What follows belongs to an exercise in optimizing a design on an open flow for small area, a short achievable clock period and few clock cycles; a production flow would make more cautious choices.
The RTL was checked by simulation tests, not by an equivalence proof against the original design.
Power and IR drop assume default switching activity.

// scanout_ctrl
module scanout_ctrl #(
    parameter PW = 320,      
    parameter PH = 240       
) (
    input             clk,
    input             rst,
    input             alloc_ok,
    input             cmd_valid,
    input      [31:0] cmd_word,
    output            cmd_ready,
    output reg        cmd_done,
    input             evt_valid,
    input      [31:0] evt_word,
    output            evt_ready,
    output reg        evt_done,
    input      [4:0]  reg_addr,
    output reg [31:0] reg_rdata,
    output            fb_rd,
    output            fb_sel,
    output     [25:0] fb_addr,
    input      [15:0] fb_rdata,
    output            lb_we,
    output            lb_sel,
    output     [12:0] lb_addr,
    output     [15:0] lb_wdata,
    output            flush_valid,
    output            flush_sel,
    output     [12:0] flush_x0,
    output     [12:0] flush_x1,
    output            frame_ready,
    output            buf_ack,
    output            front,
    output            busy,
    output     [6:0]  bl_pct
);
Settings: LEC_CHECK=0, ABC_AREA=1, CAP_MARGIN=40, CORE_MARGIN=2, CORE_UTILIZATION=40, SLEW_MARGIN=40; clock period 60.0 ns.
standard.sh (not shown) runs the stock make flow with config.mk's settings and CLKGATE_MAP_FILE= SYNTH_SCRIPT=/design/flow/synth_recipe.tcl, a recipe that flattens the netlist after the stock synthesis.
==> flow/flow/run.sh <==
#!/bin/bash
set -o pipefail
export BUFFER_PORTS_ARGS="-buffer_cell sky130_fd_sc_hd__buf_2"
bash standard.sh > standard_flow.log 2>&1
Testbench counts at the start, summed over its fixed seeds: cycles 1,314,648.
Rerun with:
==> flow/run.sh (new file) <==
#!/bin/bash
# synth_recipe.tcl (not shown) runs the flow's synth.tcl, then flattens the netlist and writes it again
# the make line also repeats each setting of config.mk as NAME=value (left out here)
make -C /OpenROAD-flow-scripts/flow DESIGN_CONFIG=/design/flow/config.mk WORK_HOME=/design/flow/orfs CLKGATE_MAP_FILE= SYNTH_SCRIPT=/design/flow/synth_recipe.tcl finish
Settings changed: ABC_AREA 1 to not set.
removed: flow/flow/run.sh
removed: flow/standard.sh
The new run produced a clean layout.
Count of clock-buffer cells in the layout goes up by 1.
Critical path depth came out higher by 3.
Setup slack degrades by 0.47 ns.
Die area rises by 0.84%.
Global-route usage drops by 1.1 points.
Fmax drops by 1.7%.
Combinational power went down by 52%.
Cell area goes up by 6.9%.
Wire length falls by 2.7%.
Worst hold slack gains 0.036 ns.
Rerun with:
Settings changed: ABC_AREA set to 1.
Final cell count rose by 15%. Count of clock-buffer cells in the layout fell by 3. Synthesized area fell by about 0.9%. Total power rose by about 30%. Die area fell by about 0.8%. Critical path depth fell by 2. Routed wire length rose by about 5%. Worst hold slack degrades by 0.025 ns. Utilization rose by 0.30 points. Clock skew rose by 0.0073 ns.

========
scanout_ctrl, a different RTL version from the one above (not shown whole).
Size in the first run: about 1300 cells after synthesis, roughly 220 flip-flops.
Settings: LEC_CHECK=0, CAP_MARGIN=0, CORE_MARGIN=2, CORE_UTILIZATION=60, CTS_CLUSTER_DIAMETER=110, CTS_CLUSTER_SIZE=22, SLEW_MARGIN=0; clock period 60.0 ns.
==> flow/flow/run.sh <==
#!/bin/bash
set -o pipefail
export BUFFER_PORTS_ARGS="-buffer_cell sky130_fd_sc_hd__buf_1"
bash standard.sh SETUP_SLACK_MARGIN=34 finish > standard_flow.log 2>&1
Testbench counts at the start, summed over its fixed seeds: cycles 1,314,648.
Change:
- CAP_MARGIN: 0 -> 40
- CTS_BUF_LIST: unset -> sky130_fd_sc_hd__clkbuf_8
- CTS_CLUSTER_DIAMETER: 110 -> 80
- CTS_CLUSTER_SIZE: 22 -> 12
- SLEW_MARGIN: 0 -> 40
What happened: The changed run went through all stages and came out clean. Power decreases by 2.3%. Setup slack is better by 86 ps. Utilization drops by 0.13 points.
Change:
- CAP_MARGIN: 40 -> 20
- CTS_BUF_LIST: sky130_fd_sc_hd__clkbuf_8 -> unset
- CTS_CLUSTER_DIAMETER: 80 -> 110
- CTS_CLUSTER_SIZE: 12 -> 22
- SLEW_MARGIN: 40 -> 20
What happened: The changed run finished clean. Hold slack barely changes. Clock skew stays flat. Worst setup slack is worse by 86 ps.
Change:
- CAP_MARGIN: 20 -> 40
- CTS_CLUSTER_DIAMETER: 110 -> 130
- CTS_CLUSTER_SIZE: 22 -> 26
- SLEW_MARGIN: 20 -> 40
Effect: The new run produced a clean layout; worst hold slack stays flat; via count is about the same; global-route usage stays flat; final cell count went down by 0.44%; cell area is lower by 0.37%; power decreases by 1.8%; non-clock buffer count fell by 2; core utilization shrinks by 0.25 points; setup slack gets better by 65 ps; first-iteration DRC count drops by 1.1%.

========
exp/violet:
Another version of the RTL of scanout_ctrl (not shown whole).
Size in the first run: ~230 flip-flops, ~220 I/O pins.
export LEC_CHECK = 0
export ABC_AREA = 1
export CAP_MARGIN = 40
export CORE_MARGIN = 2
export CORE_UTILIZATION = 40
export CTS_CLUSTER_DIAMETER = 150
export CTS_CLUSTER_SIZE = 30
export SLEW_MARGIN = 40
create_clock -name core_clock -period 60.0 [get_ports {clk}]
==> flow/flow/run.sh <==
#!/bin/bash
set -o pipefail
export BUFFER_PORTS_ARGS="-buffer_cell sky130_fd_sc_hd__buf_1"
bash standard.sh > standard_flow.log 2>&1
Testbench counts of exp/violet, summed over its fixed seeds: cycles 1,314,648.
[inputs] exp/cedar vs exp/violet
- CTS_CLUSTER_SIZE no longer set, was 30
- CTS_CLUSTER_DIAMETER no longer set, was 150
- ABC_AREA no longer set, was 1
==> flow/flow/run.sh <==
#!/bin/bash
set -o pipefail
export BUFFER_PORTS_ARGS="-buffer_cell sky130_fd_sc_hd__buf_1"
bash standard.sh SETUP_SLACK_MARGIN=34 finish > standard_flow.log 2>&1
## What came out
When exp/cedar is measured against exp/violet, its layout buffer count excluding clock buffers turns out 9 higher. The uppermost metal layer occupied by signal nets comes out met5 in one run and met4 in the other, namely in exp/cedar and exp/violet respectively. NOTE static power due to leakage exp/violet->exp/cedar decreased by a few percent. exp/cedar does better than exp/violet on worst-case setup margin in the final layout.
[inputs] exp/sierra vs exp/cedar
- an added CTS_CLUSTER_DIAMETER of 100
- an added CTS_CLUSTER_SIZE of 20
- a change of CORE_UTILIZATION from 40 to 60
--- outcome ---
Delta (exp/sierra minus exp/cedar): number of design-rule violations left by the first detailed-router iteration picked up an extra about 20%; overall die height shrank by about 18%. On post-route standard cell area excluding fillers, exp/cedar loses to exp/sierra. Between exp/sierra and exp/cedar, the number of tapcells is lower for exp/sierra. Diff exp/cedar -> exp/sierra | number of buffers outside the clock class in the layout | decrease of about 3%. Number of standard cells in the final layout excluding fillers on exp/sierra is down relative to exp/cedar. In the reports for exp/sierra and exp/cedar, the larger fraction of power consumed by the clock network belongs to exp/cedar. exp/sierra supports a lower top clock frequency than exp/cedar. Of the two values seen for critical path capture point, reg_rdata[5] was produced by exp/cedar and reg_rdata[7] by exp/sierra.
Modified inputs, exp/ember compared to exp/sierra
- CORE_UTILIZATION now 40, was 60
[summary]
- Going from exp/sierra to exp/ember, overall die height grew by more than 10%.
- Per the comparison of exp/ember with exp/sierra, met3 layer wire length in the routed design moved down, global-route wire length before repair up 7.8%.
- Maximum clock rate essentially unchanged between exp/sierra and exp/ember.
- Compare exp/ember and exp/sierra | routability-driven placement congestion ratio higher: exp/sierra

========
## the reference run
scanout_ctrl again, from the RTL that the note above started with.
Settings: LEC_CHECK=0, ABC_AREA=1, CAP_MARGIN=40, CORE_MARGIN=2, CORE_UTILIZATION=40, SLEW_MARGIN=40; clock period 60.0 ns.
==> flow/flow/run.sh <==
#!/bin/bash
set -o pipefail
export BUFFER_PORTS_ARGS="-buffer_cell sky130_fd_sc_hd__buf_1"
bash standard.sh SETUP_SLACK_MARGIN=34 finish > standard_flow.log 2>&1
Testbench counts of the reference run, summed over its fixed seeds: cycles 1,314,648.
[inputs] the trial run vs the reference run
--- a/flow/config.mk
+++ b/flow/config.mk
@@ -7,6 +7,7 @@
 export LEC_CHECK = 0
-export ABC_AREA = 1
-export CAP_MARGIN = 40
+export CAP_MARGIN = 20
 export CORE_MARGIN = 2
-export CORE_UTILIZATION = 40
-export SLEW_MARGIN = 40
+export CORE_UTILIZATION = 60
+export CTS_CLUSTER_DIAMETER = 110
+export CTS_CLUSTER_SIZE = 22
+export SLEW_MARGIN = 20
==> comparison <==
- Looking at slew at the pin with the worst max-slew slack, the trial run sits 0.48 ns above the reference run.
- Area occupied by multi-input gates: lower on the reference run
- In the tables for the reference run and the trial run, total power reads lower with the trial run.
- Cmp the trial run vs the reference run: area after synthesis lower in the trial run
- Cmp the reference run and the trial run / clock network area share / lower: the trial run
- Going from the reference run to the trial run, cell area after placement shrinks by 2.6%.
- Ratio of final minimum period to clock period essentially unchanged between the reference run and the trial run.
- The trial run ends up with a worst setup slack that is 0.0063 ns lower than in the reference run.
- In the tables for the reference run and the trial run, final cell count reads higher with the reference run.

==> re-timing with driven ports <==
Ports are ideal in the flow. The routed layouts listed here were re-timed in OpenROAD.
Step 1 sets driving cells, clkbuf_16 on the clock port and buf_2 on the other inputs (assumed; they add their load-dependent delay and slew).
Step 2 adds t to the input delays and takes it off the output delays; t is the mean of the earliest and latest rising clock arrival at the registers after step 1. Input paths then give back, and output paths get back, about the clock's delay inside the block.
a / b / c = no drivers / after step 1 / after step 2; a / b = the first two.
run | shift t [ns] | setup slack, ns | worst hold slack (ns) | worst data-port slew with drivers (ns) | pins driven straight from the clock port
the first run of note 1 | 0.598 | 33.226 / 33.183 / 33.183 | 0.474 / 0.474 / 0.474 | 0.05 | 1
the second run of note 1 | 0.599 | 32.755 / 32.715 / 32.715 | 0.509 / 0.509 / 0.509 | 0.06 | 1
the third run of note 1 | 0.599 | 32.293 / 32.268 / 32.268 | 0.484 / 0.484 / 0.484 | 0.06 | 1
the first run of note 2 | 0.519 | 34.035 / 34.002 / 34.002 | 0.474 / 0.474 / 0.474 | 0.04 | 1
the second run of note 2 | 0.593 | 34.121 / 34.089 / 34.089 | 0.476 / 0.476 / 0.476 | 0.05 | 1
the third run of note 2 | 0.519 | 34.035 / 34.002 / 34.002 | 0.474 / 0.474 / 0.474 | 0.04 | 1
the fourth run of note 2 | 0.540 | 34.100 / 34.068 / 34.068 | 0.476 / 0.476 / 0.476 | 0.05 | 1
exp/violet | 0.540 | 32.985 / 32.918 / 32.918 | 0.488 / 0.488 / 0.488 | 0.07 | 1
exp/cedar | 0.599 | 34.126 / 34.097 / 34.097 | 0.481 / 0.481 / 0.481 | 0.04 | 1
exp/sierra | 0.548 | 34.040 / 34.002 / 34.002 | 0.479 / 0.479 / 0.479 | 0.05 | 1
exp/ember | 0.548 | 34.088 / 34.059 / 34.059 | 0.486 / 0.486 / 0.486 | 0.04 | 1
the reference run | 0.595 | 34.044 / 33.983 / 33.983 | 0.488 / 0.488 / 0.488 | 0.07 | 1
the trial run | 0.538 | 34.037 / 33.995 / 33.995 | 0.494 / 0.494 / 0.494 | 0.04 | 1
After both steps every run listed still meets setup and hold. The setup slack of exp/violet, which loses most, moves by -0.067 ns with the drivers and by -0.067 ns with both steps.
